This is an optimization exercise on Yosys and OpenROAD, whose aim is small area and few clock cycles per item, not a production implementation. Only the layout flow was run in this run; the RTL was not checked for function there. Power and IR drop assume default switching activity.

==> design/flow/config.mk <==
export PLATFORM = sky130hd
export DESIGN_NAME = ax5031_qunit
export DESIGN_NICKNAME = ax5031_qunit
export VERILOG_FILES = /design/flow/design.v
export SDC_FILE = /design/flow/constraint.sdc
export NUM_CORES = 4
export LEC_CHECK = 0
export CAP_MARGIN = 20
export CORE_MARGIN = 2
export CORE_UTILIZATION = 40
export CTS_BUF_LIST = sky130_fd_sc_hd__clkbuf_4
export CTS_CLUSTER_DIAMETER = 60
export CTS_CLUSTER_SIZE = 6
export GPL_TIMING_DRIVEN = 0
export PLACE_DENSITY = 0.6
export SLEW_MARGIN = 20
export SYNTH_HIERARCHICAL = 1
export SYNTH_MINIMUM_KEEP_SIZE = 0
==> design/flow/constraint.sdc <==
create_clock -name core_clock -period 10.0 [get_ports {clk}]
set_input_delay 2.0000 -clock core_clock [delete_from_list [all_inputs] [get_ports {clk}]]
set_output_delay 2.0000 -clock core_clock [all_outputs]
set_load 0.01 [all_outputs]
==> design/flow/design.v <==
module ax5031_qunit (
    input  wire        clk,
    input  wire        rst,
    input  wire        in_valid,
    output wire        in_ready,
    input  wire [31:0] in_v,
    output reg         out_valid,
    input  wire        out_ready,
    output wire [32:0] out_q
);
    wire [31:0] nv = ~in_v;
    wire [32:0] q;
    reg  [32:0] q_r;
    assign in_ready = !out_valid || out_ready;
    assign out_q    = q_r;
    always @(posedge clk) begin
        if (rst)
            out_valid <= 1'b0;
        else if (in_ready)
            out_valid <= in_valid;
        if (in_ready && in_valid)
            q_r <= q;
    end
    wire w1, w2;
    qha p3h1 (.a(in_v[1]), .b(in_v[0]), .s(w1), .co(w2));
    wire w3, w4;
    qfa p3f1 (.a(in_v[2]), .b(in_v[1]), .c(w2), .s(w3), .co(w4));
    wire w5, w6;
    qfa p3f2 (.a(in_v[3]), .b(in_v[2]), .c(w4), .s(w5), .co(w6));
    wire w7, w8;
    qfa p3f3 (.a(in_v[4]), .b(in_v[3]), .c(w6), .s(w7), .co(w8));
    wire w9, w10;
    qfa p3f4 (.a(in_v[5]), .b(in_v[4]), .c(w8), .s(w9), .co(w10));
    wire w11, w12;
    qha p3h2 (.a(in_v[6]), .b(in_v[5]), .s(w11), .co(w12));
    wire w13, w14;
    qfa p3f5 (.a(in_v[7]), .b(in_v[6]), .c(w12), .s(w13), .co(w14));
    wire w15, w16;
    qfa p3f6 (.a(in_v[8]), .b(in_v[7]), .c(w14), .s(w15), .co(w16));
    wire w17, w18;
    qfa p3f7 (.a(in_v[9]), .b(in_v[8]), .c(w16), .s(w17), .co(w18));
    wire w19, w20;
    qfa p3f8 (.a(in_v[10]), .b(in_v[9]), .c(w18), .s(w19), .co(w20));
    wire w21, w22;
    qfa p3f9 (.a(in_v[11]), .b(in_v[10]), .c(w20), .s(w21), .co(w22));
    wire w23, w24;
    qha p3h3 (.a(in_v[12]), .b(in_v[11]), .s(w23), .co(w24));
    wire w25, w26;
    qfa p3f10 (.a(in_v[13]), .b(in_v[12]), .c(w24), .s(w25), .co(w26));
    wire w27, w28;
    qfa p3f11 (.a(in_v[14]), .b(in_v[13]), .c(w26), .s(w27), .co(w28));
    wire w29, w30;
    qfa p3f12 (.a(in_v[15]), .b(in_v[14]), .c(w28), .s(w29), .co(w30));
    wire w31, w32;
    qfa p3f13 (.a(in_v[16]), .b(in_v[15]), .c(w30), .s(w31), .co(w32));
    wire w33, w34;
    qfa p3f14 (.a(in_v[17]), .b(in_v[16]), .c(w32), .s(w33), .co(w34));
    wire w35, w36;
    qha p3h4 (.a(in_v[18]), .b(in_v[17]), .s(w35), .co(w36));
    wire w37, w38;
    qfa p3f15 (.a(in_v[19]), .b(in_v[18]), .c(w36), .s(w37), .co(w38));
    wire w39, w40;
    qfa p3f16 (.a(in_v[20]), .b(in_v[19]), .c(w38), .s(w39), .co(w40));
    wire w41, w42;
    qfa p3f17 (.a(in_v[21]), .b(in_v[20]), .c(w40), .s(w41), .co(w42));
    wire w43, w44;
    qfa p3f18 (.a(in_v[22]), .b(in_v[21]), .c(w42), .s(w43), .co(w44));
    wire w45, w46;
    qfa p3f19 (.a(in_v[23]), .b(in_v[22]), .c(w44), .s(w45), .co(w46));
    wire w47, w48;
    qha p3h5 (.a(in_v[24]), .b(in_v[23]), .s(w47), .co(w48));
    wire w49, w50;
    qfa p3f20 (.a(in_v[25]), .b(in_v[24]), .c(w48), .s(w49), .co(w50));
    wire w51, w52;
    qfa p3f21 (.a(in_v[26]), .b(in_v[25]), .c(w50), .s(w51), .co(w52));
    wire w53, w54;
    qfa p3f22 (.a(in_v[27]), .b(in_v[26]), .c(w52), .s(w53), .co(w54));
    wire w55, w56;
    qfa p3f23 (.a(in_v[28]), .b(in_v[27]), .c(w54), .s(w55), .co(w56));
    wire w57, w58;
    qfa p3f24 (.a(in_v[29]), .b(in_v[28]), .c(w56), .s(w57), .co(w58));
    wire w59, w60;
    qha p3h6 (.a(in_v[30]), .b(in_v[29]), .s(w59), .co(w60));
    wire w61, w62;
    qfa p3f25 (.a(in_v[31]), .b(in_v[30]), .c(w60), .s(w61), .co(w62));
    wire w63, w64;
    qha p3h7 (.a(in_v[31]), .b(w62), .s(w63), .co(w64));
    wire w65 = ~in_v[0];
    wire w66 = ~w1;
    wire w67 = ~w3;
    wire w68 = ~w5;
    wire w69 = ~w7;
    wire w70 = ~w9;
    wire w71 = ~w11;
    wire w72 = ~w13;
    wire w73 = ~w15;
    wire w74 = ~w17;
    wire w75 = ~w19;
    wire w76 = ~w21;
    wire w77 = ~w23;
    wire w78 = ~w25;
    wire w79 = ~w27;
    wire w80 = ~w29;
    wire w81 = ~w31;
    wire w82 = ~w33;
    wire w83 = ~w35;
    wire w84 = ~w37;
    wire w85 = ~w39;
    wire w86 = ~w41;
    wire w87 = ~w43;
    wire w88 = ~w45;
    wire w89 = ~w47;
    wire w90 = ~w49;
    wire w91 = ~w51;
    wire w92 = ~w53;
    wire w93 = ~w55;
    wire w94 = ~w57;
    wire w95 = ~w59;
    wire w96 = ~w61;
    wire w97 = ~w63;
    wire w98 = ~w64;
    wire w99 = ~w10;
    wire w100 = ~w22;
    wire w101 = ~w34;
    wire w102 = ~w46;
    wire w103 = ~w58;
    wire w104, w105;
    qfa f26 (.a(in_v[0]), .b(in_v[16]), .c(in_v[18]), .s(w104), .co(w105));
    wire w106, w107;
    qfa f27 (.a(in_v[23]), .b(in_v[26]), .c(in_v[28]), .s(w106), .co(w107));
    wire w108, w109;
    qfa f28 (.a(w11), .b(w104), .c(w106), .s(w108), .co(w109));
    wire w110, w111;
    qfa f29 (.a(w78), .b(w108), .c(w10), .s(w110), .co(w111));
    wire w112, w113;
    qxnor cx1 (.a(in_v[1]), .b(in_v[17]), .y(w112));
    qor co1 (.a(in_v[1]), .b(in_v[17]), .y(w113));
    wire w114, w115;
    qfa f30 (.a(in_v[19]), .b(in_v[24]), .c(in_v[27]), .s(w114), .co(w115));
    wire w116, w117;
    qfa f31 (.a(in_v[29]), .b(w105), .c(w107), .s(w116), .co(w117));
    wire w118, w119;
    qfa f32 (.a(w114), .b(w112), .c(w13), .s(w118), .co(w119));
    wire w120, w121;
    qfa f33 (.a(w109), .b(w116), .c(w118), .s(w120), .co(w121));
    wire w122, w123;
    qfa f34 (.a(w79), .b(w120), .c(w111), .s(w122), .co(w123));
    wire w124, w125;
    qfa f35 (.a(in_v[2]), .b(in_v[18]), .c(in_v[20]), .s(w124), .co(w125));
    wire w126, w127;
    qfa f36 (.a(in_v[25]), .b(in_v[28]), .c(in_v[30]), .s(w126), .co(w127));
    wire w128, w129;
    qfa f37 (.a(w115), .b(w124), .c(w126), .s(w128), .co(w129));
    wire w130, w131;
    qfa f38 (.a(w113), .b(w117), .c(w128), .s(w130), .co(w131));
    wire w132, w133;
    qfa f39 (.a(w119), .b(w15), .c(w130), .s(w132), .co(w133));
    wire w134, w135;
    qfa f40 (.a(w121), .b(w80), .c(w132), .s(w134), .co(w135));
    wire w136, w137;
    qfa f41 (.a(in_v[3]), .b(in_v[19]), .c(in_v[21]), .s(w136), .co(w137));
    wire w138, w139;
    qfa f42 (.a(in_v[26]), .b(in_v[29]), .c(in_v[31]), .s(w138), .co(w139));
    wire w140, w141;
    qfa f43 (.a(w125), .b(w127), .c(w136), .s(w140), .co(w141));
    wire w142, w143;
    qfa f44 (.a(w138), .b(w129), .c(w140), .s(w142), .co(w143));
    wire w144, w145;
    qfa f45 (.a(w131), .b(w142), .c(w17), .s(w144), .co(w145));
    wire w146, w147;
    qfa f46 (.a(w133), .b(w144), .c(w81), .s(w146), .co(w147));
    wire w148, w149;
    qfa f47 (.a(in_v[4]), .b(in_v[20]), .c(in_v[22]), .s(w148), .co(w149));
    wire w150, w151;
    qfa f48 (.a(in_v[27]), .b(in_v[30]), .c(w137), .s(w150), .co(w151));
    wire w152, w153;
    qfa f49 (.a(w139), .b(w148), .c(w141), .s(w152), .co(w153));
    wire w154, w155;
    qfa f50 (.a(w150), .b(w143), .c(w152), .s(w154), .co(w155));
    wire w156, w157;
    qfa f51 (.a(w154), .b(w19), .c(w145), .s(w156), .co(w157));
    wire w158, w159;
    qfa f52 (.a(w156), .b(w82), .c(w147), .s(w158), .co(w159));
    wire w160, w161;
    qxnor cx2 (.a(in_v[0]), .b(in_v[5]), .y(w160));
    qor co2 (.a(in_v[0]), .b(in_v[5]), .y(w161));
    wire w162, w163;
    qfa f53 (.a(in_v[21]), .b(in_v[23]), .c(in_v[28]), .s(w162), .co(w163));
    wire w164, w165;
    qfa f54 (.a(in_v[31]), .b(w149), .c(w83), .s(w164), .co(w165));
    wire w166, w167;
    qfa f55 (.a(w162), .b(w160), .c(w151), .s(w166), .co(w167));
    wire w168, w169;
    qfa f56 (.a(w164), .b(w166), .c(w153), .s(w168), .co(w169));
    wire w170, w171;
    qfa f57 (.a(w155), .b(w168), .c(w21), .s(w170), .co(w171));
    wire w172, w173;
    qfa f58 (.a(w101), .b(w157), .c(w170), .s(w172), .co(w173));
    wire w174, w175;
    qxnor cx3 (.a(in_v[1]), .b(in_v[6]), .y(w174));
    qor co3 (.a(in_v[1]), .b(in_v[6]), .y(w175));
    wire w176, w177;
    qfa f59 (.a(in_v[22]), .b(in_v[24]), .c(in_v[29]), .s(w176), .co(w177));
    wire w178, w179;
    qfa f60 (.a(w23), .b(w163), .c(w176), .s(w178), .co(w179));
    wire w180, w181;
    qfa f61 (.a(w161), .b(w174), .c(w84), .s(w180), .co(w181));
    wire w182, w183;
    qfa f62 (.a(w165), .b(w178), .c(w167), .s(w182), .co(w183));
    wire w184, w185;
    qfa f63 (.a(w180), .b(w169), .c(w182), .s(w184), .co(w185));
    wire w186, w187;
    qfa f64 (.a(w184), .b(w22), .c(w171), .s(w186), .co(w187));
    wire w188, w189;
    qxnor cx4 (.a(in_v[2]), .b(in_v[7]), .y(w188));
    qor co4 (.a(in_v[2]), .b(in_v[7]), .y(w189));
    wire w190, w191;
    qfa f65 (.a(in_v[23]), .b(in_v[25]), .c(in_v[30]), .s(w190), .co(w191));
    wire w192, w193;
    qfa f66 (.a(w177), .b(w190), .c(w175), .s(w192), .co(w193));
    wire w194, w195;
    qfa f67 (.a(w188), .b(w25), .c(w179), .s(w194), .co(w195));
    wire w196, w197;
    qfa f68 (.a(w192), .b(w181), .c(w85), .s(w196), .co(w197));
    wire w198, w199;
    qfa f69 (.a(w194), .b(w183), .c(w196), .s(w198), .co(w199));
    wire w200, w201;
    qfa f70 (.a(w185), .b(w198), .c(w187), .s(w200), .co(w201));
    wire w202, w203;
    qfa f71 (.a(nv[0]), .b(in_v[3]), .c(in_v[8]), .s(w202), .co(w203));
    wire w204, w205;
    qfa f72 (.a(in_v[24]), .b(in_v[26]), .c(in_v[31]), .s(w204), .co(w205));
    wire w206, w207;
    qfa f73 (.a(w191), .b(w202), .c(w204), .s(w206), .co(w207));
    wire w208, w209;
    qfa f74 (.a(w189), .b(w193), .c(w206), .s(w208), .co(w209));
    wire w210, w211;
    qfa f75 (.a(w27), .b(w195), .c(w208), .s(w210), .co(w211));
    wire w212, w213;
    qfa f76 (.a(w86), .b(w197), .c(w210), .s(w212), .co(w213));
    wire w214, w215;
    qfa f77 (.a(w199), .b(w212), .c(w201), .s(w214), .co(w215));
    wire w216, w217;
    qfa f78 (.a(nv[1]), .b(in_v[4]), .c(in_v[9]), .s(w216), .co(w217));
    wire w218, w219;
    qfa f79 (.a(in_v[25]), .b(in_v[27]), .c(w203), .s(w218), .co(w219));
    wire w220, w221;
    qfa f80 (.a(w205), .b(w216), .c(w207), .s(w220), .co(w221));
    wire w222, w223;
    qfa f81 (.a(w218), .b(w209), .c(w220), .s(w222), .co(w223));
    wire w224, w225;
    qfa f82 (.a(w29), .b(w222), .c(w211), .s(w224), .co(w225));
    wire w226, w227;
    qfa f83 (.a(w87), .b(w213), .c(w224), .s(w226), .co(w227));
    wire w228, w229;
    qfa f84 (.a(nv[2]), .b(in_v[5]), .c(in_v[10]), .s(w228), .co(w229));
    wire w230, w231;
    qfa f85 (.a(in_v[26]), .b(in_v[28]), .c(w217), .s(w230), .co(w231));
    wire w232, w233;
    qfa f86 (.a(w228), .b(w219), .c(w230), .s(w232), .co(w233));
    wire w234, w235;
    qfa f87 (.a(w221), .b(w232), .c(w223), .s(w234), .co(w235));
    wire w236, w237;
    qfa f88 (.a(w31), .b(w225), .c(w234), .s(w236), .co(w237));
    wire w238, w239;
    qfa f89 (.a(w88), .b(w227), .c(w236), .s(w238), .co(w239));
    wire w240, w241;
    qfa f90 (.a(nv[3]), .b(in_v[6]), .c(in_v[11]), .s(w240), .co(w241));
    wire w242, w243;
    qfa f91 (.a(in_v[27]), .b(in_v[29]), .c(w65), .s(w242), .co(w243));
    wire w244, w245;
    qfa f92 (.a(w229), .b(w89), .c(w240), .s(w244), .co(w245));
    wire w246, w247;
    qfa f93 (.a(w242), .b(w231), .c(w244), .s(w246), .co(w247));
    wire w248, w249;
    qfa f94 (.a(w233), .b(w246), .c(w235), .s(w248), .co(w249));
    wire w250, w251;
    qfa f95 (.a(w33), .b(w102), .c(w237), .s(w250), .co(w251));
    wire w252, w253;
    qfa f96 (.a(w248), .b(w239), .c(w250), .s(w252), .co(w253));
    wire w254, w255;
    qfa f97 (.a(nv[4]), .b(in_v[7]), .c(in_v[12]), .s(w254), .co(w255));
    wire w256, w257;
    qfa f98 (.a(in_v[28]), .b(in_v[30]), .c(w35), .s(w256), .co(w257));
    wire w258, w259;
    qfa f99 (.a(w241), .b(w66), .c(w254), .s(w258), .co(w259));
    wire w260, w261;
    qfa f100 (.a(w243), .b(w256), .c(w90), .s(w260), .co(w261));
    wire w262, w263;
    qfa f101 (.a(w245), .b(w258), .c(w260), .s(w262), .co(w263));
    wire w264, w265;
    qfa f102 (.a(w247), .b(w262), .c(w34), .s(w264), .co(w265));
    wire w266, w267;
    qfa f103 (.a(w249), .b(w264), .c(w251), .s(w266), .co(w267));
    wire w268, w269;
    qfa f104 (.a(nv[5]), .b(in_v[8]), .c(in_v[13]), .s(w268), .co(w269));
    wire w270, w271;
    qfa f105 (.a(in_v[29]), .b(in_v[31]), .c(w255), .s(w270), .co(w271));
    wire w272, w273;
    qfa f106 (.a(w268), .b(w37), .c(w257), .s(w272), .co(w273));
    wire w274, w275;
    qfa f107 (.a(w67), .b(w259), .c(w270), .s(w274), .co(w275));
    wire w276, w277;
    qfa f108 (.a(w272), .b(w261), .c(w91), .s(w276), .co(w277));
    wire w278, w279;
    qfa f109 (.a(w274), .b(w263), .c(w276), .s(w278), .co(w279));
    wire w280, w281;
    qfa f110 (.a(w278), .b(w265), .c(w267), .s(w280), .co(w281));
    wire w282, w283;
    qfa f111 (.a(nv[6]), .b(in_v[9]), .c(in_v[14]), .s(w282), .co(w283));
    wire w284, w285;
    qfa f112 (.a(in_v[30]), .b(w269), .c(w282), .s(w284), .co(w285));
    wire w286, w287;
    qfa f113 (.a(w271), .b(w284), .c(w273), .s(w286), .co(w287));
    wire w288, w289;
    qfa f114 (.a(w39), .b(w68), .c(w275), .s(w288), .co(w289));
    wire w290, w291;
    qfa f115 (.a(w286), .b(w92), .c(w277), .s(w290), .co(w291));
    wire w292, w293;
    qfa f116 (.a(w288), .b(w279), .c(w290), .s(w292), .co(w293));
    wire w294, w295;
    qfa f117 (.a(nv[7]), .b(in_v[10]), .c(in_v[15]), .s(w294), .co(w295));
    wire w296, w297;
    qfa f118 (.a(in_v[31]), .b(w283), .c(w294), .s(w296), .co(w297));
    wire w298, w299;
    qfa f119 (.a(w285), .b(w296), .c(w287), .s(w298), .co(w299));
    wire w300, w301;
    qfa f120 (.a(w41), .b(w69), .c(w289), .s(w300), .co(w301));
    wire w302, w303;
    qfa f121 (.a(w298), .b(w93), .c(w291), .s(w302), .co(w303));
    wire w304, w305;
    qfa f122 (.a(w300), .b(w293), .c(w302), .s(w304), .co(w305));
    wire w306, w307;
    qxnor cx5 (.a(nv[8]), .b(in_v[11]), .y(w306));
    qor co5 (.a(nv[8]), .b(in_v[11]), .y(w307));
    wire w308, w309;
    qfa f123 (.a(in_v[16]), .b(w295), .c(w306), .s(w308), .co(w309));
    wire w310, w311;
    qfa f124 (.a(w297), .b(w308), .c(w299), .s(w310), .co(w311));
    wire w312, w313;
    qfa f125 (.a(w43), .b(w70), .c(w301), .s(w312), .co(w313));
    wire w314, w315;
    qfa f126 (.a(w310), .b(w94), .c(w303), .s(w314), .co(w315));
    wire w316, w317;
    qfa f127 (.a(w312), .b(w305), .c(w314), .s(w316), .co(w317));
    wire w318, w319;
    qxnor cx6 (.a(nv[0]), .b(nv[9]), .y(w318));
    qor co6 (.a(nv[0]), .b(nv[9]), .y(w319));
    wire w320, w321;
    qfa f128 (.a(in_v[12]), .b(in_v[17]), .c(w71), .s(w320), .co(w321));
    wire w322, w323;
    qfa f129 (.a(w95), .b(w307), .c(w318), .s(w322), .co(w323));
    wire w324, w325;
    qfa f130 (.a(w320), .b(w309), .c(w322), .s(w324), .co(w325));
    wire w326, w327;
    qfa f131 (.a(w324), .b(w99), .c(w311), .s(w326), .co(w327));
    wire w328, w329;
    qfa f132 (.a(w45), .b(w103), .c(w313), .s(w328), .co(w329));
    wire w330, w331;
    qfa f133 (.a(w326), .b(w315), .c(w328), .s(w330), .co(w331));
    wire w332, w333;
    qfa f134 (.a(nv[1]), .b(nv[10]), .c(in_v[13]), .s(w332), .co(w333));
    wire w334, w335;
    qfa f135 (.a(in_v[18]), .b(w47), .c(w332), .s(w334), .co(w335));
    wire w336, w337;
    qfa f136 (.a(w319), .b(w72), .c(w96), .s(w336), .co(w337));
    wire w338, w339;
    qfa f137 (.a(w321), .b(w334), .c(w323), .s(w338), .co(w339));
    wire w340, w341;
    qfa f138 (.a(w336), .b(w325), .c(w338), .s(w340), .co(w341));
    wire w342, w343;
    qfa f139 (.a(w340), .b(w46), .c(w327), .s(w342), .co(w343));
    wire w344, w345;
    qfa f140 (.a(w329), .b(w342), .c(w331), .s(w344), .co(w345));
    wire w346, w347;
    qxnor cx7 (.a(nv[2]), .b(nv[11]), .y(w346));
    qor co7 (.a(nv[2]), .b(nv[11]), .y(w347));
    wire w348, w349;
    qfa f141 (.a(in_v[14]), .b(in_v[19]), .c(w333), .s(w348), .co(w349));
    wire w350, w351;
    qfa f142 (.a(w346), .b(w49), .c(w335), .s(w350), .co(w351));
    wire w352, w353;
    qfa f143 (.a(w348), .b(w97), .c(w337), .s(w352), .co(w353));
    wire w354, w355;
    qfa f144 (.a(w73), .b(w350), .c(w339), .s(w354), .co(w355));
    wire w356, w357;
    qfa f145 (.a(w352), .b(w354), .c(w341), .s(w356), .co(w357));
    wire w358, w359;
    qfa f146 (.a(w356), .b(w343), .c(w345), .s(w358), .co(w359));
    wire w360, w361;
    qxnor cx8 (.a(nv[3]), .b(nv[12]), .y(w360));
    qor co8 (.a(nv[3]), .b(nv[12]), .y(w361));
    wire w362, w363;
    qfa f147 (.a(in_v[15]), .b(in_v[20]), .c(w347), .s(w362), .co(w363));
    wire w364, w365;
    qfa f148 (.a(w360), .b(w349), .c(w362), .s(w364), .co(w365));
    wire w366, w367;
    qfa f149 (.a(w98), .b(w51), .c(w351), .s(w366), .co(w367));
    wire w368, w369;
    qfa f150 (.a(w364), .b(w353), .c(w74), .s(w368), .co(w369));
    wire w370, w371;
    qfa f151 (.a(w366), .b(w355), .c(w368), .s(w370), .co(w371));
    wire w372, w373;
    qfa f152 (.a(w357), .b(w370), .c(w359), .s(w372), .co(w373));
    wire w374, w375;
    qfa f153 (.a(nv[4]), .b(nv[13]), .c(in_v[16]), .s(w374), .co(w375));
    wire w376, w377;
    qfa f154 (.a(in_v[21]), .b(w374), .c(w361), .s(w376), .co(w377));
    wire w378, w379;
    qfa f155 (.a(w363), .b(w376), .c(w365), .s(w378), .co(w379));
    wire w380, w381;
    qfa f156 (.a(w53), .b(w367), .c(w378), .s(w380), .co(w381));
    wire w382, w383;
    qfa f157 (.a(w75), .b(w369), .c(w380), .s(w382), .co(w383));
    wire w384, w385;
    qfa f158 (.a(w371), .b(w382), .c(w373), .s(w384), .co(w385));
    wire w386, w387;
    qxnor cx9 (.a(nv[5]), .b(nv[14]), .y(w386));
    qor co9 (.a(nv[5]), .b(nv[14]), .y(w387));
    wire w388, w389;
    qfa f159 (.a(in_v[17]), .b(in_v[22]), .c(w375), .s(w388), .co(w389));
    wire w390, w391;
    qfa f160 (.a(w386), .b(w388), .c(w377), .s(w390), .co(w391));
    wire w392, w393;
    qfa f161 (.a(w390), .b(w379), .c(w55), .s(w392), .co(w393));
    wire w394, w395;
    qfa f162 (.a(w381), .b(w392), .c(w76), .s(w394), .co(w395));
    wire w396, w397;
    qfa f163 (.a(w383), .b(w394), .c(w385), .s(w396), .co(w397));
    wire w398, w399;
    qfa f164 (.a(nv[6]), .b(nv[15]), .c(in_v[18]), .s(w398), .co(w399));
    wire w400, w401;
    qfa f165 (.a(in_v[23]), .b(w77), .c(w398), .s(w400), .co(w401));
    wire w402, w403;
    qfa f166 (.a(w387), .b(w389), .c(w400), .s(w402), .co(w403));
    wire w404, w405;
    qfa f167 (.a(w391), .b(w402), .c(w100), .s(w404), .co(w405));
    wire w406, w407;
    qfa f168 (.a(w57), .b(w393), .c(w404), .s(w406), .co(w407));
    wire w408, w409;
    qfa f169 (.a(w395), .b(w406), .c(w397), .s(w408), .co(w409));
    wire w410, w411;
    qxnor cx10 (.a(nv[7]), .b(nv[16]), .y(w410));
    qor co10 (.a(nv[7]), .b(nv[16]), .y(w411));
    wire w412, w413;
    qfa f170 (.a(in_v[19]), .b(in_v[24]), .c(w59), .s(w412), .co(w413));
    wire w414, w415;
    qfa f171 (.a(w399), .b(w410), .c(w412), .s(w414), .co(w415));
    wire w416, w417;
    qfa f172 (.a(w78), .b(w401), .c(w414), .s(w416), .co(w417));
    wire w418, w419;
    qfa f173 (.a(w403), .b(w416), .c(w58), .s(w418), .co(w419));
    wire w420, w421;
    qfa f174 (.a(w418), .b(w405), .c(w407), .s(w420), .co(w421));
    wire w422, w423;
    qxnor cx11 (.a(nv[8]), .b(nv[17]), .y(w422));
    qor co11 (.a(nv[8]), .b(nv[17]), .y(w423));
    wire w424, w425;
    qfa f175 (.a(in_v[20]), .b(in_v[25]), .c(w411), .s(w424), .co(w425));
    wire w426, w427;
    qfa f176 (.a(w422), .b(w61), .c(w413), .s(w426), .co(w427));
    wire w428, w429;
    qfa f177 (.a(w424), .b(w415), .c(w426), .s(w428), .co(w429));
    wire w430, w431;
    qfa f178 (.a(w79), .b(w417), .c(w428), .s(w430), .co(w431));
    wire w432, w433;
    qfa f179 (.a(w430), .b(w419), .c(w421), .s(w432), .co(w433));
    wire w434, w435;
    qxnor cx12 (.a(nv[9]), .b(nv[18]), .y(w434));
    qor co12 (.a(nv[9]), .b(nv[18]), .y(w435));
    wire w436, w437;
    qfa f180 (.a(in_v[21]), .b(in_v[26]), .c(w423), .s(w436), .co(w437));
    wire w438, w439;
    qfa f181 (.a(w434), .b(w425), .c(w436), .s(w438), .co(w439));
    wire w440, w441;
    qfa f182 (.a(w63), .b(w427), .c(w438), .s(w440), .co(w441));
    wire w442, w443;
    qfa f183 (.a(w429), .b(w80), .c(w440), .s(w442), .co(w443));
    wire w444, w445;
    qfa f184 (.a(w431), .b(w442), .c(w433), .s(w444), .co(w445));
    wire w446, w447;
    qxnor cx13 (.a(nv[10]), .b(nv[19]), .y(w446));
    qor co13 (.a(nv[10]), .b(nv[19]), .y(w447));
    wire w448, w449;
    qfa f185 (.a(in_v[22]), .b(in_v[27]), .c(w435), .s(w448), .co(w449));
    wire w450, w451;
    qfa f186 (.a(w446), .b(w437), .c(w64), .s(w450), .co(w451));
    wire w452, w453;
    qfa f187 (.a(w448), .b(w439), .c(w450), .s(w452), .co(w453));
    wire w454, w455;
    qfa f188 (.a(w441), .b(w452), .c(w81), .s(w454), .co(w455));
    wire w456, w457;
    qfa f189 (.a(w443), .b(w454), .c(w445), .s(w456), .co(w457));
    wire w458, w459;
    qxnor cx14 (.a(nv[11]), .b(nv[20]), .y(w458));
    qor co14 (.a(nv[11]), .b(nv[20]), .y(w459));
    wire w460, w461;
    qfa f190 (.a(in_v[23]), .b(in_v[28]), .c(w447), .s(w460), .co(w461));
    wire w462, w463;
    qfa f191 (.a(w458), .b(w449), .c(w460), .s(w462), .co(w463));
    wire w464, w465;
    qfa f192 (.a(w451), .b(w462), .c(w453), .s(w464), .co(w465));
    wire w466, w467;
    qfa f193 (.a(w464), .b(w82), .c(w455), .s(w466), .co(w467));
    wire w468, w469;
    qfa f194 (.a(nv[12]), .b(nv[21]), .c(in_v[24]), .s(w468), .co(w469));
    wire w470, w471;
    qfa f195 (.a(in_v[29]), .b(w83), .c(w468), .s(w470), .co(w471));
    wire w472, w473;
    qfa f196 (.a(w459), .b(w461), .c(w470), .s(w472), .co(w473));
    wire w474, w475;
    qfa f197 (.a(w463), .b(w472), .c(w465), .s(w474), .co(w475));
    wire w476, w477;
    qfa f198 (.a(w101), .b(w474), .c(w467), .s(w476), .co(w477));
    wire w478, w479;
    qxnor cx15 (.a(nv[13]), .b(nv[22]), .y(w478));
    qor co15 (.a(nv[13]), .b(nv[22]), .y(w479));
    wire w480, w481;
    qfa f199 (.a(in_v[25]), .b(in_v[30]), .c(w469), .s(w480), .co(w481));
    wire w482, w483;
    qfa f200 (.a(w478), .b(w84), .c(w471), .s(w482), .co(w483));
    wire w484, w485;
    qfa f201 (.a(w480), .b(w473), .c(w482), .s(w484), .co(w485));
    wire w486, w487;
    qfa f202 (.a(w484), .b(w475), .c(w477), .s(w486), .co(w487));
    wire w488, w489;
    qxnor cx16 (.a(nv[14]), .b(nv[23]), .y(w488));
    qor co16 (.a(nv[14]), .b(nv[23]), .y(w489));
    wire w490, w491;
    qfa f203 (.a(in_v[26]), .b(in_v[31]), .c(w479), .s(w490), .co(w491));
    wire w492, w493;
    qfa f204 (.a(w488), .b(w481), .c(w490), .s(w492), .co(w493));
    wire w494, w495;
    qfa f205 (.a(w85), .b(w483), .c(w492), .s(w494), .co(w495));
    wire w496, w497;
    qfa f206 (.a(w485), .b(w494), .c(w487), .s(w496), .co(w497));
    wire w498, w499;
    qxnor cx17 (.a(nv[15]), .b(nv[24]), .y(w498));
    qor co17 (.a(nv[15]), .b(nv[24]), .y(w499));
    wire w500, w501;
    qfa f207 (.a(in_v[27]), .b(w489), .c(w498), .s(w500), .co(w501));
    wire w502, w503;
    qfa f208 (.a(w491), .b(w500), .c(w493), .s(w502), .co(w503));
    wire w504, w505;
    qfa f209 (.a(w86), .b(w495), .c(w502), .s(w504), .co(w505));
    wire w506, w507;
    qxnor cx18 (.a(nv[16]), .b(nv[25]), .y(w506));
    qor co18 (.a(nv[16]), .b(nv[25]), .y(w507));
    wire w508, w509;
    qfa f210 (.a(in_v[28]), .b(w499), .c(w506), .s(w508), .co(w509));
    wire w510, w511;
    qfa f211 (.a(w501), .b(w508), .c(w503), .s(w510), .co(w511));
    wire w512, w513;
    qfa f212 (.a(w87), .b(w505), .c(w510), .s(w512), .co(w513));
    wire w514, w515;
    qxnor cx19 (.a(nv[17]), .b(nv[26]), .y(w514));
    qor co19 (.a(nv[17]), .b(nv[26]), .y(w515));
    wire w516, w517;
    qfa f213 (.a(in_v[29]), .b(w507), .c(w514), .s(w516), .co(w517));
    wire w518, w519;
    qfa f214 (.a(w509), .b(w516), .c(w511), .s(w518), .co(w519));
    wire w520, w521;
    qfa f215 (.a(w88), .b(w513), .c(w518), .s(w520), .co(w521));
    wire w522, w523;
    qfa f216 (.a(nv[18]), .b(nv[27]), .c(in_v[30]), .s(w522), .co(w523));
    wire w524, w525;
    qfa f217 (.a(w89), .b(w522), .c(w515), .s(w524), .co(w525));
    wire w526, w527;
    qfa f218 (.a(w524), .b(w517), .c(w102), .s(w526), .co(w527));
    wire w528, w529;
    qfa f219 (.a(w519), .b(w526), .c(w521), .s(w528), .co(w529));
    wire w530, w531;
    qxnor cx20 (.a(nv[19]), .b(nv[28]), .y(w530));
    qor co20 (.a(nv[19]), .b(nv[28]), .y(w531));
    wire w532, w533;
    qfa f220 (.a(in_v[31]), .b(w523), .c(w530), .s(w532), .co(w533));
    wire w534, w535;
    qfa f221 (.a(w90), .b(w525), .c(w532), .s(w534), .co(w535));
    wire w536, w537;
    qfa f222 (.a(w534), .b(w527), .c(w529), .s(w536), .co(w537));
    wire w538, w539;
    qxnor cx21 (.a(nv[20]), .b(nv[29]), .y(w538));
    qor co21 (.a(nv[20]), .b(nv[29]), .y(w539));
    wire w540, w541;
    qfa f223 (.a(w531), .b(w538), .c(w533), .s(w540), .co(w541));
    wire w542, w543;
    qfa f224 (.a(w91), .b(w535), .c(w540), .s(w542), .co(w543));
    wire w544, w545;
    qxnor cx22 (.a(nv[21]), .b(nv[30]), .y(w544));
    qor co22 (.a(nv[21]), .b(nv[30]), .y(w545));
    wire w546, w547;
    qfa f225 (.a(w539), .b(w544), .c(w541), .s(w546), .co(w547));
    wire w548, w549;
    qfa f226 (.a(w92), .b(w546), .c(w543), .s(w548), .co(w549));
    wire w550, w551;
    qxnor cx23 (.a(nv[22]), .b(nv[31]), .y(w550));
    qor co23 (.a(nv[22]), .b(nv[31]), .y(w551));
    wire w552, w553;
    qfa f227 (.a(w545), .b(w550), .c(w547), .s(w552), .co(w553));
    wire w554, w555;
    qfa f228 (.a(w93), .b(w549), .c(w552), .s(w554), .co(w555));
    wire w556, w557;
    qfa f229 (.a(nv[23]), .b(w551), .c(w553), .s(w556), .co(w557));
    wire w558, w559;
    qfa f230 (.a(w94), .b(w555), .c(w556), .s(w558), .co(w559));
    wire w560, w561;
    qfa f231 (.a(nv[24]), .b(w95), .c(w103), .s(w560), .co(w561));
    wire w562, w563;
    qfa f232 (.a(w557), .b(w560), .c(w559), .s(w562), .co(w563));
    wire w564, w565;
    qxnor cx24 (.a(nv[25]), .b(w96), .y(w564));
    qor co24 (.a(nv[25]), .b(w96), .y(w565));
    wire w566, w567;
    qfa f233 (.a(w564), .b(w561), .c(w563), .s(w566), .co(w567));
    wire w568, w569;
    qxnor cx25 (.a(nv[26]), .b(w97), .y(w568));
    qor co25 (.a(nv[26]), .b(w97), .y(w569));
    wire w570, w571;
    qfa f234 (.a(w565), .b(w568), .c(w567), .s(w570), .co(w571));
    wire w572, w573;
    qxnor cx26 (.a(nv[27]), .b(w98), .y(w572));
    qor co26 (.a(nv[27]), .b(w98), .y(w573));
    wire w574, w575;
    qfa f235 (.a(w572), .b(w569), .c(w571), .s(w574), .co(w575));
    wire w576, w577;
    qfa f236 (.a(nv[28]), .b(w573), .c(w575), .s(w576), .co(w577));
    wire w578, w579;
    qxnor cx27 (.a(nv[29]), .b(w577), .y(w578));
    qor co27 (.a(nv[29]), .b(w577), .y(w579));
    wire w580, w581;
    qxnor cx28 (.a(nv[30]), .b(w579), .y(w580));
    qor co28 (.a(nv[30]), .b(w579), .y(w581));
    wire w582, w583;
    qxnor cx29 (.a(nv[31]), .b(w581), .y(w582));
    qor co29 (.a(nv[31]), .b(w581), .y(w583));
    wire [49:0] ra = {w583, w582, w580, w578, w576, w574, w570, w566, w562, w558, w554, w548, w542, w536, w528, w520, w512, w504, w496, w486, w476, w466, w456, w444, w432, w420, w408, w396, w384, w372, w358, w344, w317, w316, w304, w292, w280, w253, w252, w238, w226, w214, w200, w173, w159, w158, w135, w134, w122, w110};
    wire [49:0] rb = {1'b0, 1'b0, 1'b0, 1'b0, 1'b0, 1'b0, 1'b0, 1'b0, 1'b0, 1'b0, 1'b0, 1'b0, w537, 1'b0, 1'b0, 1'b0, 1'b0, w497, 1'b0, 1'b0, 1'b0, w457, 1'b0, 1'b0, 1'b0, w409, 1'b0, 1'b0, 1'b0, 1'b0, 1'b0, 1'b0, w330, 1'b0, 1'b0, w281, 1'b0, w266, 1'b0, 1'b0, w215, 1'b0, 1'b0, w186, w172, 1'b0, w146, w123, 1'b0, 1'b0};
    wire [49:0] sum;
    wire l1c0 = ra[0] & rb[0];
    wire l1c1 = ra[1] & l1c0;
    wire l1c2;
    qmaj lm1_2 (.a(ra[2]), .b(rb[2]), .c(l1c1), .y(l1c2));
    wire l1c3;
    qmaj lm1_3 (.a(ra[3]), .b(rb[3]), .c(l1c2), .y(l1c3));
    wire l1c4 = ra[4] & l1c3;
    wire l1c5;
    qmaj lm1_5 (.a(ra[5]), .b(rb[5]), .c(l1c4), .y(l1c5));
    wire l1c6;
    qmaj lm1_6 (.a(ra[6]), .b(rb[6]), .c(l1c5), .y(l1c6));
    wire l1c7 = ra[7] & l1c6;
    wire l1c8 = ra[8] & l1c7;
    wire l1c9;
    qmaj lm1_9 (.a(ra[9]), .b(rb[9]), .c(l1c8), .y(l1c9));
    wire l1c10 = ra[10] & l1c9;
    wire l1c11 = ra[11] & l1c10;
    wire l1c12;
    qmaj lm1_12 (.a(ra[12]), .b(rb[12]), .c(l1c11), .y(l1c12));
    wire l1c13 = ra[13] & l1c12;
    wire l1c14;
    qmaj lm1_14 (.a(ra[14]), .b(rb[14]), .c(l1c13), .y(l1c14));
    wire l1c15 = ra[15] & l1c14;
    wire l1c16 = ra[16] & l1c15;
    wire b2s17, b2c17;
    qha bh2_17 (.a(ra[17]), .b(rb[17]), .s(b2s17), .co(b2c17));
    assign sum[17] = b2s17 ^ l1c16;
    wire bc2 = b2c17 | (l1c16 & b2s17);
    wire b3s18 = ra[18];
    wire b3s19 = ra[19];
    wire b3s20 = ra[20];
    wire b3s21 = ra[21];
    wire b3s22 = ra[22];
    wire b3s23 = ra[23];
    wire b3s24, b3c24;
    qha bh3_24 (.a(ra[24]), .b(rb[24]), .s(b3s24), .co(b3c24));
    assign sum[18] = b3s18 ^ bc2;
    assign sum[19] = b3s19 ^ (bc2 & b3s18);
    wire b3p19 = b3s18 & b3s19;
    assign sum[20] = b3s20 ^ (bc2 & b3p19);
    wire b3p20 = b3p19 & b3s20;
    assign sum[21] = b3s21 ^ (bc2 & b3p20);
    wire b3p21 = b3p20 & b3s21;
    assign sum[22] = b3s22 ^ (bc2 & b3p21);
    wire b3p22 = b3p21 & b3s22;
    assign sum[23] = b3s23 ^ (bc2 & b3p22);
    wire b3p23 = b3p22 & b3s23;
    assign sum[24] = b3s24 ^ (bc2 & b3p23);
    wire b3p24 = b3p23 & b3s24;
    wire bc3 = b3c24 | (bc2 & b3p24);
    wire b4s25 = ra[25];
    wire b4s26 = ra[26];
    wire b4s27 = ra[27];
    wire b4s28, b4c28;
    qha bh4_28 (.a(ra[28]), .b(rb[28]), .s(b4s28), .co(b4c28));
    assign sum[25] = b4s25 ^ bc3;
    assign sum[26] = b4s26 ^ (bc3 & b4s25);
    wire b4p26 = b4s25 & b4s26;
    assign sum[27] = b4s27 ^ (bc3 & b4p26);
    wire b4p27 = b4p26 & b4s27;
    assign sum[28] = b4s28 ^ (bc3 & b4p27);
    wire b4p28 = b4p27 & b4s28;
    wire bc4 = b4c28 | (bc3 & b4p28);
    wire b5s29 = ra[29];
    wire b5s30 = ra[30];
    wire b5s31 = ra[31];
    wire b5s32, b5c32;
    qha bh5_32 (.a(ra[32]), .b(rb[32]), .s(b5s32), .co(b5c32));
    assign sum[29] = b5s29 ^ bc4;
    assign sum[30] = b5s30 ^ (bc4 & b5s29);
    wire b5p30 = b5s29 & b5s30;
    assign sum[31] = b5s31 ^ (bc4 & b5p30);
    wire b5p31 = b5p30 & b5s31;
    assign sum[32] = b5s32 ^ (bc4 & b5p31);
    wire b5p32 = b5p31 & b5s32;
    wire bc5 = b5c32 | (bc4 & b5p32);
    wire b6s33 = ra[33];
    wire b6s34 = ra[34];
    wire b6s35 = ra[35];
    wire b6s36 = ra[36];
    wire b6s37, b6c37;
    qha bh6_37 (.a(ra[37]), .b(rb[37]), .s(b6s37), .co(b6c37));
    assign sum[33] = b6s33 ^ bc5;
    assign sum[34] = b6s34 ^ (bc5 & b6s33);
    wire b6p34 = b6s33 & b6s34;
    assign sum[35] = b6s35 ^ (bc5 & b6p34);
    wire b6p35 = b6p34 & b6s35;
    assign sum[36] = b6s36 ^ (bc5 & b6p35);
    wire b6p36 = b6p35 & b6s36;
    assign sum[37] = b6s37 ^ (bc5 & b6p36);
    wire b6p37 = b6p36 & b6s37;
    wire bc6 = b6c37 | (bc5 & b6p37);
    wire b7s38 = ra[38];
    wire b7s39 = ra[39];
    wire b7s40 = ra[40];
    wire b7s41 = ra[41];
    wire b7s42 = ra[42];
    wire b7s43 = ra[43];
    wire b7s44 = ra[44];
    wire b7s45 = ra[45];
    wire b7s46 = ra[46];
    wire b7s47 = ra[47];
    wire b7s48 = ra[48];
    wire b7s49 = ra[49];
    assign sum[38] = b7s38 ^ bc6;
    assign sum[39] = b7s39 ^ (bc6 & b7s38);
    wire b7p39 = b7s38 & b7s39;
    assign sum[40] = b7s40 ^ (bc6 & b7p39);
    wire b7p40 = b7p39 & b7s40;
    assign sum[41] = b7s41 ^ (bc6 & b7p40);
    wire b7p41 = b7p40 & b7s41;
    assign sum[42] = b7s42 ^ (bc6 & b7p41);
    wire b7p42 = b7p41 & b7s42;
    assign sum[43] = b7s43 ^ (bc6 & b7p42);
    wire b7p43 = b7p42 & b7s43;
    assign sum[44] = b7s44 ^ (bc6 & b7p43);
    wire b7p44 = b7p43 & b7s44;
    assign sum[45] = b7s45 ^ (bc6 & b7p44);
    wire b7p45 = b7p44 & b7s45;
    assign sum[46] = b7s46 ^ (bc6 & b7p45);
    wire b7p46 = b7p45 & b7s46;
    assign sum[47] = b7s47 ^ (bc6 & b7p46);
    wire b7p47 = b7p46 & b7s47;
    assign sum[48] = b7s48 ^ (bc6 & b7p47);
    wire b7p48 = b7p47 & b7s48;
    assign sum[49] = b7s49 ^ (bc6 & b7p48);
    wire b7p49 = b7p48 & b7s49;
    wire bc7 = bc6 & b7p49;
    assign q = ~sum[49:17];
endmodule
module qfa (input wire a, input wire b, input wire c, output wire s, output wire co);
    assign s  = a ^ b ^ c;
    assign co = (a & b) | (a & c) | (b & c);
endmodule
module qha (input wire a, input wire b, output wire s, output wire co);
    assign s  = a ^ b;
    assign co = a & b;
endmodule
module qmaj (input wire a, input wire b, input wire c, output wire y);
    assign y = (a & b) | (a & c) | (b & c);
endmodule
module qxnor (input wire a, input wire b, output wire y);
    assign y = ~(a ^ b);
endmodule
module qor (input wire a, input wire b, output wire y);
    assign y = a | b;
endmodule
==> design/flow/flow/run.sh <==
#!/bin/bash
# The standard layout (the standard.sh), with the ports buffered by the
# smallest buffer cell instead of ORFS's default choice.
set -euo pipefail
export BUFFER_PORTS_ARGS="-buffer_cell sky130_fd_sc_hd__buf_1"
bash standard.sh > standard_flow.log 2>&1
==> design/flow/standard.sh <==
#!/bin/bash
# synth_recipe.tcl (not shown) runs the flow's synth.tcl, then flattens the netlist and writes it again
# the make line also repeats each setting of config.mk as NAME=value (left out here)
make -C /OpenROAD-flow-scripts/flow DESIGN_CONFIG=/design/flow/config.mk WORK_HOME=/design/flow/orfs CLKGATE_MAP_FILE= SYNTH_SCRIPT=/design/flow/synth_recipe.tcl "${@:-finish}"
==> flow_summary.yaml <==
place:
  dp_hpwl_um: 16540
  post-place-cells: 831
  post_dp_cell_area_mm2: 0.007996
  pre_cts_ws_ns: -0.4529
  portBuffers: 70
  gp_congestion: 1.003
die:
  core-area_mm2: 0.01809
  dieArea_mm2: 0.01972
  rows: 49
  die_h_um: 140.4
  initial_utilization_pct: 41.17
  io_pins: 71
  die_w_um: 140.4
logic_synthesis:
  synth_area_leader_cell: "fa_1"
  synthArstFlopShare_pct: 0
  syn-cell-area_mm2: 0.007446
  yosysMostFrequentCell: "fa_1"
  synth_area_per_cell_um2: 14.00
  synth_ff_type: "edfxtp_1"
  synth_top_area_share_pct: 63.45
  post_synth_num_cell_types: 36
  synth_edf_count: 33
  ys_ff_latch: 34
  ys_top_cells_by_count: "fa_1 (236), inv_1 (79), xnor2_1 (48), edfxtp_1 (33), or2_1 (29)"
  yosysSeqAreaShare_pct: 13.58
  synthTopCellsByArea: "fa_1 (63%), edfxtp_1 (13%), xnor2_1 (5.6%), inv_1 (4.0%), ha_1 (3.0%)"
  syn_nets: 822
  syn-instance-count: 532
  yosysWarnings: 7
pwr:
  leakagePower_nw: 3.091
  finalPower_mw: 3.028
  vdd_drop_max_v: 0.0002073
  power.density_mw_per_mm2: 375.6
grt:
  grt_start_max_net_pins: 34
  grt_pass1_vias: 5238
  grt_pass1_wl_um: 29280
  antenna_found_initial: 0
  grt_use_total_pct: 20.34
  overflow: 0
worst_hold_path:
  min_from: "out_valid"
  hold_depth: 2
  min_to: "out_valid"
  hold_class: "reg2reg"
route:
  drt_iter0_drc: 189
  vias: 4388
  viasPerCell: 5.230
  firstDrtPassIters: 4
  avgRoutedWirePerCell_um: 22.12
  wl_um: 18560
  final_antenna_net_count: 0
  route.detailed.drc: 0
final_layout:
  num_antenna_cells: 0
  finalNetCount: 899
  stdcell_count: 839
  drive_gt1_share_pct: 4.918
  final_cell_area_mm2: 0.008061
  fill_cells: 1643
  area_growth_pct: 8.267
setup_path:
  reg2reg_slack_ns: 8.53
  r2r-end: "q_r[15]"
  path_class: "in2reg"
  worstPathArrival_ns: 9.81
  regToRegStartpoint: "out_valid"
  reg2reg_depth: 2
  startpoint_type: "input port"
  crit_required_ns: 10.11
  cp_max_fo: 10
  end_kind: "flop"
clock_tree:
  clk_path_buf_depth: 2
  cts.sinks: 34
  cts_root_buf: "clkbuf_4"
  cts_tree: "yes"
  cts_buffers: 5
  clock_latency_ns: 0.34
  cts_setup_buffers: 0
  htreeDepth: 2
  clkTransAtPathRegs_ns: 0.10
  postCtsHoldBufs: 0
job:
  maxCapViolations: 0
timing:
  fin_crit_ns: 9.701
  setup_viol: 0
  slew_violations: 0
  finClkSkew_ns: 0.01867
  fin_crit_sh_pct: 97.01
  setup_ws_ns: 0.2988
  worstMarginPinSlew_ns: 1.106
  tns_ns: 0
  rsz0062_at_grt: "false"
  max_freq_mhz: 103.1
  hold_violations: 0
  slew_headroom_pct: 26.27
outcome:
  outcome: "timing/DRC/antenna clean"
-- routing by layer --
metal  track usage [%]  vias to the layer above  part of all wire, %
li1                  -                     1799                    -
met1             26.00                     2307                   39
met2             32.64                      232                   47
met3             6.051                       50                  9.3
met4             8.506                        0                  3.9
met5                 0                        -                    0
-- state kept, by name (all words and copies together) (netlist names) --
signal and flops:
q_r 33, out_valid 1
-- cells in the final DEF, fill, tap and decap left out, drive strengths merged, types with 4 or more instances in the layout --
master / netlist / routed
or2: 31 / 31
xor2: 6 / 6
a21oi: 6 / 6
o21bai: 4 / 4
xnor2: 48 / 48
nand4: 4 / 4
edfxtp: 33 / 33
nand2: 15 / 15
inv: 79 / 79
nand3: 9 / 9
ha: 18 / 18
clkbuf: 0 / 11
buf: 0 / 65
fa: 236 / 236
maj3: 7 / 7
and3: 7 / 7
-- layout make-up --
class	instances	area, um2	share of cell area [%]
multi-input combinational	419	6143	76.21
sequential	34	1011	12.54
inverter	79	296.5	3.678
tap	229	286.5	3.554
timing repair buffer	70	270.3	3.352
clock buffer	6	45.04	0.5587
clock inverter	2	8.758	0.1086
-- kinds of logic (layout without fill, tap and decap cells) --
group	Yosys count	in the layout	synth area share, %
fa+ha+maj	261	261	67.53
simple gates	79	79	6.167
buf+inv	79	157	3.982
xor+xnor	54	54	6.352
flops	34	34	13.58
compound gates	24	24	2.336
other cells	1	1	0.05036
-- through the flow --
stage,hold WS (ns),utilization (%)
after global placement,0.5002,44.21
after CTS,0.5378,44.54
after floorplan,0.5930,-
after global routing,0.5710,44.57
final,0.5288,44.57
after detailed placement,0.5217,44.21
-- where the power goes --
| part | switching (mW) | internal (mW) | total (mW) |
|---|---|---|---|
| logic | 1.41 | 1.17 | 2.59 |
| clock network | 0.0439 | 0.0291 | 0.0730 |
| registers | 0.0138 | 0.353 | 0.367 |
| total | 1.47 | 1.56 | 3.03 |
-- worst max-delay path, stage by stage --
cell,delay [ns]
buf_1,0.80
fa_1,0.58
fa_1,0.43
fa_1,0.42
fa_1,0.40
fa_1,0.41
fa_1,0.43
fa_1,0.43
fa_1,0.42
fa_1,0.40
fa_1,0.39
fa_1,0.39
fa_1,0.39
fa_1,0.44
ha_1,0.34
nand2_1,0.13
nor4_4,0.07
o21ai_2,0.28
nand2_1,0.13
a21o_1,0.20
ha_1,0.28
inv_1,0.04
-- modules after synthesis (local to each module, per instance) --
module	cells	flops+latches	area [um2]
qxnor	1	0	8.758
qor	1	0	6.256
qha	1	0	12.51
qmaj	1	0	11.26
ax5031_qunit	219	34	2057
qfa	1	0	20.02
-- worst max path at each step --
stage | startpoint | endpoint | slack, ns
floorplan | in_v[3] | q_r[22] | 0.75
global placement | in_v[3] | q_r[22] | -0.35
detailed placement | in_v[3] | q_r[22] | -0.45
CTS | in_v[4] | q_r[21] | 0.12
global route | in_v[28] | q_r[17] | 0.002
finish | in_v[28] | q_r[21] | 0.30
-- repair_timing --
item,in CTS,in global routing
endpoints found under the setup margin,2,14
resized for setup,2,6
pin swaps,0,0

[afterwards: timing with drivers on the ports]
How much do the figures lean on ideal ports? The routed layout below was timed once more, with nothing changed but the port constraints. Step 1, drivers: a clkbuf_16 drives clk and a buf_2 each remaining input, both assumed. Step 2, shift: input delay + t, output delay - t, t = (earliest + latest rising clock arrival at the registers) / 2. This alone moves slack from input paths to output paths. Slacks: ideal ports / drivers / drivers and shift; pairs: ideal ports / drivers.
t, ns: 0.360
setup slack, ns: 0.299 / 0.296 / -0.064
worst setup path after step 2: input to register
latest minus earliest clock arrival (ns): 0.019 / 0.019
worst register clock-pin slew, ns: 0.10 / 0.10
Met with ideal ports but missed after step 2: setup timing in this run. For this run, drivers alone change the setup slack by -0.003 ns; drivers and shift together by -0.363 ns.
